Background: an optimization exercise with open tools, aiming at small area. Do not read the settings as production practice. Function was checked by simulation only, so behaviour that the tests miss may differ from the original. No activity file was given, so power comes from the tool's default toggle rates.

==> flow/run.sh <==
#!/bin/bash
# synth_recipe.tcl (not shown) runs the flow's synth.tcl, then flattens the netlist and writes it again
# the make line also repeats each setting of config.mk as NAME=value (left out here)
make -C /OpenROAD-flow-scripts/flow DESIGN_CONFIG=/design/flow/config.mk WORK_HOME=/design/flow/orfs CLKGATE_MAP_FILE= SYNTH_SCRIPT=/design/flow/synth_recipe.tcl finish
==> flow/config.mk <==
export PLATFORM = sky130hd
export DESIGN_NAME = ledscan
export DESIGN_NICKNAME = ledscan
export VERILOG_FILES = /design/flow/design.v
export SDC_FILE = /design/flow/constraint.sdc
export NUM_CORES = 4
export LEC_CHECK = 0
export CAP_MARGIN = 20
export CORE_MARGIN = 2
export CORE_UTILIZATION = 30
export SLEW_MARGIN = 20
==> flow/constraint.sdc <==
create_clock -name core_clock -period 10.0 [get_ports {clk}]
set_input_delay 2.0000 -clock core_clock [delete_from_list [all_inputs] [get_ports {clk}]]
set_output_delay 2.0000 -clock core_clock [all_outputs]
set_load 0.01 [all_outputs]
==> flow/design.v <==
`default_nettype none
module ledscan (
    input  wire        clk,
    input  wire        rst,
    input  wire        cmd_start,
    input  wire [7:0]  cfg_tiles_x,
    input  wire [7:0]  cfg_tiles_y,
    input  wire        hw_grant,
    input  wire        stop_req,
    input  wire        rx_valid,
    input  wire [7:0]  rx_data,
    input  wire        rx_eof,
    output wire        rx_ready,
    output reg  [4:0]  row_addr,
    output reg  [31:0] col_reg,
    output reg         col_stb,
    output reg         lat,
    output reg         oe,
    output reg         pass_done,
    output reg         pub_stb,
    output reg  [1:0]  mode,
    output reg         exit_valid,
    output reg  [7:0]  exit_code,
    output reg         owned
);
    localparam [1:0] M_IDLE = 2'd0, M_RUN = 2'd1, M_HALT = 2'd2;
    localparam [2:0] P_SELECT  = 3'd0,
                     P_SHIFT   = 3'd1,
                     P_LATCH   = 3'd2,
                     P_ON      = 3'd3,
                     P_OFF     = 3'd4,
                     P_ADVANCE = 3'd5,
                     P_RELEASE = 3'd6;
    localparam integer BANK_BYTES = 128;
    localparam [39:0] HWLINE = {5'd30, 5'd27, 5'd22, 5'd17, 5'd12, 5'd9, 5'd6, 5'd3};
    reg  [7:0] tilesx, tilesy;
    reg        rx_open;
    reg        ever;
    reg        stop_flag;
    reg        term_seen;
    reg        eof_seen;
    reg  [7:0] rxcnt;                  
    reg  [7:0] fb0 [0:BANK_BYTES-1];   
    reg  [7:0] fb1 [0:BANK_BYTES-1];   
    reg  [7:0] brt0, brt1;
    reg        front;
    reg  [2:0] phase;
    reg  [4:0] row;
    reg  [2:0] byteidx;
    reg  [7:0] rowbuf [0:7];
    reg  [7:0] brt;
    reg  [7:0] pwmcnt;
    assign rx_ready = rx_open;
    wire        two_wide   = (tilesx == 8'd2);
    wire        two_high   = (tilesy == 8'd2);
    wire [3:0]  row_bytes  = two_wide ? 4'd8 : 4'd4;
    wire [7:0]  packed_sz  = (two_wide || two_high) ? 8'd128 : 8'd64;
    wire [4:0]  last_row   = two_high ? 5'd31 : 5'd15;
    wire [7:0]  last_rxcnt = packed_sz;             
    wire cfg_ok = (cfg_tiles_x != 8'd0) && (cfg_tiles_y != 8'd0) &&
                  ((cfg_tiles_x == 8'd1 && cfg_tiles_y <= 8'd2) ||
                   (cfg_tiles_x == 8'd2 && cfg_tiles_y == 8'd1));
    wire [7:0]  shift_byte = rowbuf[byteidx];
    reg  [31:0] table_word;
    integer p;
    always @* begin
        table_word = 32'd0;
        for (p = 0; p < 8; p = p + 1)
            table_word[HWLINE[p*5 +: 5]] = shift_byte[p];
    end
    wire [6:0] row_base = two_wide ? {row[3:0], 3'b000} : {row, 2'b00};
    wire [7:0] snap_byte [0:7];
    genvar k;
    generate
        for (k = 0; k < 8; k = k + 1) begin : g_snap
            wire [6:0] addr = row_base + k;
            assign snap_byte[k] = front ? fb1[addr] : fb0[addr];
        end
    endgenerate
    wire ingest_active = (mode == M_RUN) && rx_open;
    wire rx_close      = ingest_active && stop_flag;
    wire rx_accept     = ingest_active && !stop_flag && rx_valid;
    wire rx_end        = ingest_active && !stop_flag && !rx_valid && rx_eof;
    wire rx_is_brt     = rx_accept && (rxcnt == 8'd0);
    wire rx_is_data    = rx_accept && (rxcnt != 8'd0);
    wire rx_is_last    = rx_accept && (rxcnt == last_rxcnt);
    wire [6:0] wr_addr = rxcnt[6:0] - 7'd1;
    integer i;
    always @(posedge clk) begin
        if (rst) begin
            tilesx     <= 8'd0;
            tilesy     <= 8'd0;
            mode       <= M_IDLE;
            exit_valid <= 1'b0;
            exit_code  <= 8'd0;
            owned      <= 1'b0;
            rx_open    <= 1'b0;
            ever       <= 1'b0;
            stop_flag  <= 1'b0;
            term_seen  <= 1'b0;
            eof_seen   <= 1'b0;
            rxcnt      <= 8'd0;
            front      <= 1'b0;
            brt0       <= 8'd0;
            brt1       <= 8'd0;
            for (i = 0; i < BANK_BYTES; i = i + 1) begin
                fb0[i] <= 8'd0;
                fb1[i] <= 8'd0;
            end
            phase      <= P_SELECT;
            row        <= 5'd0;
            byteidx    <= 3'd0;
            for (i = 0; i < 8; i = i + 1)
                rowbuf[i] <= 8'd0;
            brt        <= 8'd0;
            pwmcnt     <= 8'd0;
            row_addr   <= 5'd0;
            col_reg    <= 32'd0;
            col_stb    <= 1'b0;
            lat        <= 1'b0;
            oe         <= 1'b0;
            pass_done  <= 1'b0;
            pub_stb    <= 1'b0;
        end else begin
            col_stb   <= 1'b0;
            lat       <= 1'b0;
            pass_done <= 1'b0;
            pub_stb   <= 1'b0;
            if (mode == M_IDLE && cmd_start) begin
                if (!cfg_ok) begin
                    mode       <= M_HALT;
                    exit_valid <= 1'b1;
                    exit_code  <= 8'd2;
                end else if (!hw_grant) begin
                    mode       <= M_HALT;
                    exit_valid <= 1'b1;
                    exit_code  <= 8'd3;
                end else begin
                    tilesx    <= cfg_tiles_x;
                    tilesy    <= cfg_tiles_y;
                    front     <= 1'b0;
                    rxcnt     <= 8'd0;
                    ever      <= 1'b0;
                    stop_flag <= 1'b0;
                    term_seen <= 1'b0;
                    eof_seen  <= 1'b0;
                    phase     <= P_SELECT;
                    row       <= 5'd0;
                    byteidx   <= 3'd0;
                    pwmcnt    <= 8'd0;
                    brt       <= 8'd0;
                    row_addr  <= 5'd0;
                    col_reg   <= 32'd0;
                    oe        <= 1'b0;
                    owned     <= 1'b1;
                    rx_open   <= 1'b1;
                    mode      <= M_RUN;
                end
            end
            if (mode == M_RUN && stop_req) begin
                stop_flag <= 1'b1;
                term_seen <= 1'b1;
            end
            if (rx_close)
                rx_open <= 1'b0;
            if (rx_end) begin
                eof_seen  <= 1'b1;
                stop_flag <= 1'b1;
                rx_open   <= 1'b0;
            end
            if (rx_is_brt) begin
                if (front) brt0 <= rx_data;
                else       brt1 <= rx_data;
                rxcnt <= 8'd1;
            end
            if (rx_is_data) begin
                if (front) fb0[wr_addr] <= rx_data;
                else       fb1[wr_addr] <= rx_data;
                if (rx_is_last) begin
                    front   <= ~front;
                    rxcnt   <= 8'd0;
                    ever    <= 1'b1;
                    pub_stb <= 1'b1;
                end else begin
                    rxcnt <= rxcnt + 8'd1;
                end
            end
            if (mode == M_RUN) begin
                case (phase)
                    P_SELECT: begin
                        row_addr <= row;
                        for (i = 0; i < 8; i = i + 1)
                            rowbuf[i] <= snap_byte[i];
                        brt      <= front ? brt1 : brt0;
                        byteidx  <= 3'd0;
                        phase    <= P_SHIFT;
                    end
                    P_SHIFT: begin
                        col_reg <= table_word;
                        col_stb <= 1'b1;
                        if ({1'b0, byteidx} == row_bytes - 4'd1) begin
                            byteidx <= 3'd0;
                            phase   <= P_LATCH;
                        end else begin
                            byteidx <= byteidx + 3'd1;
                        end
                    end
                    P_LATCH: begin
                        lat    <= 1'b1;
                        pwmcnt <= 8'd0;
                        phase  <= (brt != 8'd0) ? P_ON : P_OFF;
                    end
                    P_ON: begin
                        oe <= 1'b1;
                        if (pwmcnt + 8'd1 == brt) begin
                            pwmcnt <= 8'd0;
                            phase  <= (brt != 8'd255) ? P_OFF : P_ADVANCE;
                        end else begin
                            pwmcnt <= pwmcnt + 8'd1;
                        end
                    end
                    P_OFF: begin
                        oe <= 1'b0;
                        if (pwmcnt + 8'd1 == 8'd255 - brt) begin
                            pwmcnt <= 8'd0;
                            phase  <= P_ADVANCE;
                        end else begin
                            pwmcnt <= pwmcnt + 8'd1;
                        end
                    end
                    P_ADVANCE: begin
                        oe <= 1'b0;
                        if (row == last_row) begin
                            row       <= 5'd0;
                            pass_done <= 1'b1;
                            phase     <= stop_flag ? P_RELEASE : P_SELECT;
                        end else begin
                            row   <= row + 5'd1;
                            phase <= P_SELECT;
                        end
                    end
                    P_RELEASE: begin
                        row_addr   <= 5'd0;
                        col_reg    <= 32'd0;
                        oe         <= 1'b0;
                        owned      <= 1'b0;
                        rx_open    <= 1'b0;
                        mode       <= M_HALT;
                        exit_valid <= 1'b1;
                        exit_code  <= (eof_seen && !ever) ? 8'd1 : 8'd0;
                    end
                    default: ;
                endcase
            end
        end
    end
endmodule
`default_nettype wire
==> results.txt <==
cells by family (layout without fill, tap and decap cells):
group,count (synthesis),count (layout),share of synthesized area [%]
and+or+nand+nor,5843,5843,24.7
DFF,2238,2238,54.8
AOI/OAI and AO/OA,767,767,4.75
muxes,810,810,12.2
xor gates and xnor gates,27,27,0.247
buffers and inverters,894,699,3.16
other,0,9,0
adders and majority gates,11,11,0.116
layer usage:
layer | share of wire (%) | up-vias | track usage [%] | wire [um]
li1 | - | 37300 | - | -
met3 | 11 | 871 | 3.98 | 43200
met1 | 40 | 42500 | 26.7 | 162000
met2 | 44 | 4824 | 29.8 | 177000
met5 | 0.042 | - | 0 | 170
met4 | 4.5 | 17 | 7.90 | 18200
metrics by stage:
step,total power [mW],instance area [um2],utilization [%],cells,worst slack (ns)
final,20.8,133000,33.5,15600,4.46
after detailed placement,11.8,124000,31.5,15200,4.22
after global placement,11.7,124000,31.5,15200,4.10
after CTS,20.9,132000,33.5,15600,4.43
after global routing,21.3,133000,33.5,15600,4.30
after floorplan,11.4,119000,-,10600,5.64
synth_stat cells (all sizes together), types with 8 or more instances:
cell / instances
nor2: 355
a221o: 26
nand4: 59
a32oi: 265
and2: 2098
nand2: 2132
inv: 14
or4: 16
a31oi: 301
mux2i: 290
dfxtp: 190
or3: 21
xor2: 9
nor4: 44
clkbuf: 577
nand2b: 13
nand3: 729
a222oi: 8
o22ai: 18
ha: 11
buf: 303
or2: 260
mux4: 510
and3: 41
xnor2: 14
nor2b: 16
a21oi: 41
a22oi: 9
o21ai: 41
mux2: 10
nor3: 42
edfxtp: 2048
area by class of cell:
type                       count  area [um2]  share of cell area, %
antenna                        9        22.5                 0.0170
clock buffer                 312        6640                   5.01
clock inverter               140        1380                   1.04
inverter                      14        60.1                 0.0453
multi-input combinational   7458       50300                   37.9
sequential                  2238       65300                   49.3
tap                         5242        6560                   4.95
timing repair buffer         233        2270                   1.71
worst max path at each step:
stage	from	depth (start not counted)	to
4_1_cts	row[0]	10	rowbuf[4][4]
2_1_floorplan	tilesx[7]	18	rowbuf[6][4]
6_report	tilesx[7]	13	rowbuf[4][4]
3_3_place_gp	rx_valid	7	fb0[22][7]
3_5_place_dp	rx_valid	7	fb0[116][3]
5_1_grt	tilesx[7]	11	rowbuf[2][1]
power breakdown:
group          internal, mW  switching (mW)  leakage [nW]  total, mW
Clock                  5.27            3.97          3.88       9.24
Sequential             10.5           0.237          21.8       10.8
Combinational         0.263           0.538          21.1      0.802
Total                  16.1            4.74          46.8       20.8
critical path, delay by kind of cell, from the launching register on:
| family | cells | cell delay, ns |
|---|---|---|
| muxes | 1 | 0.35 |
| AOI/OAI and AO/OA | 4 | 1.36 |
| adders and majority gates | 1 | 0.27 |
| buffers and inverters | 3 | 1.45 |
| and+or+nand+nor | 4 | 1.28 |
| DFF | 1 | 0.32 |
cells in the final DEF, fill, tap and decap left out, types with 41 or more instances in the layout:
cell type	instances
edfxtp_1	2048
mux2i_1	289
clkdlybuf4s50_1	76
clkinv_2	41
nand2_1	2118
or2_2	258
dfxtp_1	189
and2_1	2098
nor2_1	346
and3_1	41
nand3_1	726
a32oi_1	265
nand4_1	59
mux4_2	510
nor3_1	41
clkbuf_1	47
buf_4	125
clkbuf_16	251
a31oi_1	300
==> results.txt <==
via count=85500; CP cell instances=or4b_1 -> o21ai_4 -> inv_8 -> ha_4 -> nor2b_1 -> o211a_1 -> nor2_4 -> buf_12 -> buf_4 -> mux2i_1 -> a32oi_1 -> nand4_1 -> a311oi_1; DRC viols=0; Critical Path Source Type=flip-flop; Tcrit/Tclk final=55.4%; DRT Wirelength=401000 um; CP arrival=6.38 ns; hold crit path type=reg -> reg; Final Hold Vio Count=0; final setup vio count=0; max-slew violations=0; first-pass GRT wire length=579000 um; Fin Setup TNS=0 ns; crit path time final=5.54 ns; worst skew pair latency=0.94 ns; Yosys reg bits=2238; Syn-to-layout area delta=11.3%; LEAKAGE=46.8 nW; initial antenna violation count=20; Top Registers=fb0 x1024, fb1 x1024, rowbuf x64; hold_buf cts=0; mean routed wirelength per cell=25.6 um; vias in the first global route=80100; Clock Path Buffers=4; CP peak stage delay=0.75 ns; largest net degree at the start of global routing=161; Final #Nets=10200; FF-to-FF path depth=13; Die Ht=634 um; die width=634 um; dpl hpwl=249000 um; Max Cap Violations=0; part of the Yosys area used for sequential elements=54.8%; Worst R2R Setup Slack=4.46 ns; f_max=181 MHz; slowest CP cell=buf_4; TritonCTS Buffers=244; setup clock skew after layout=0.0667 ns; Post-synth EDFFs=2048; antenna-violating nets left=0; cts repair resizes=0; layout cell share with drive strength beyond 1=13.0%; Hold Crit Start=exit_valid; Cell Pwr Density=157 mW/mm2; synth unique cells=71; root buffer cell=clkbuf_16; Worst setup EP type=flip-flop; drt first pass iters=8; Worst R2R Start=tilesx[7]; IO Pins=86; CTS tree=built; grt ovf=0; synth top area cells=edfxtp_1, and2_1, mux4_2; cell type with the largest total area after synthesis=edfxtp_1; yosys warns=2; die area=0.402 mm2; synthesized area per cell=11.2 um2; Core Rows=231; Worst-path clk slew=0.06 ns; reg2reg end=rowbuf[4][4]; Main synth FF type=edfxtp_1; area of the mapped netlist=0.119 mm2; core area=0.396 mm2; fillers=38900; RSZ-0062 raised after global routing=false; # clock sinks=2238; port bufs=85; drt initial violations=11700; Worst EP required=10.84 ns; Peak VDD IR=0.000146 V; crit path max fanout=115; relative slew slack=14.6%; Setup Buffers After CTS=0; all-layer global routing usage=19.4%; area share of the largest cell type after synthesis=51.6%; outcome=timing/DRC/antenna clean; FFs w/ async S/R, synth=0%; Hold Crit Endpoint=exit_valid; kind of critical path=reg -> reg; H-tree depth=4; Cells after Synth=10600; Hold Path Stages=2; Initial Util=30.1%; via-per-instance ratio=5.47; Worst Tran Pin Value=1.28 ns; worst hold slack=0.448 ns; Synth Net Count=10600; GPL Wtd Cong=0.894

## port drivers added, routing unchanged
In the flow no input, the clock included, has a driving cell. The finished layout below was timed again as built, in two steps.
Step 1, drivers: a clkbuf_16 drives clk and a buf_2 each remaining input, both assumed.
Step 2, shift: input delay + t, output delay - t, t = (earliest + latest rising clock arrival at the registers) / 2. This alone moves slack from input paths to output paths.
Three values: ideal, step 1, step 2; two values: the first two.
t (ns): 1.018
setup slack, ns: 4.462 / 4.462 / 4.003
hold slack, ns: 0.448 / 0.448 / 0.448
slew at the worst register clock pin (ns): 0.07 / 0.07
cell pins on the clock port's net: 1
After both steps setup and hold are still met in this run. For this run, drivers alone change the setup slack by 0.000 ns; drivers and shift together by -0.459 ns.
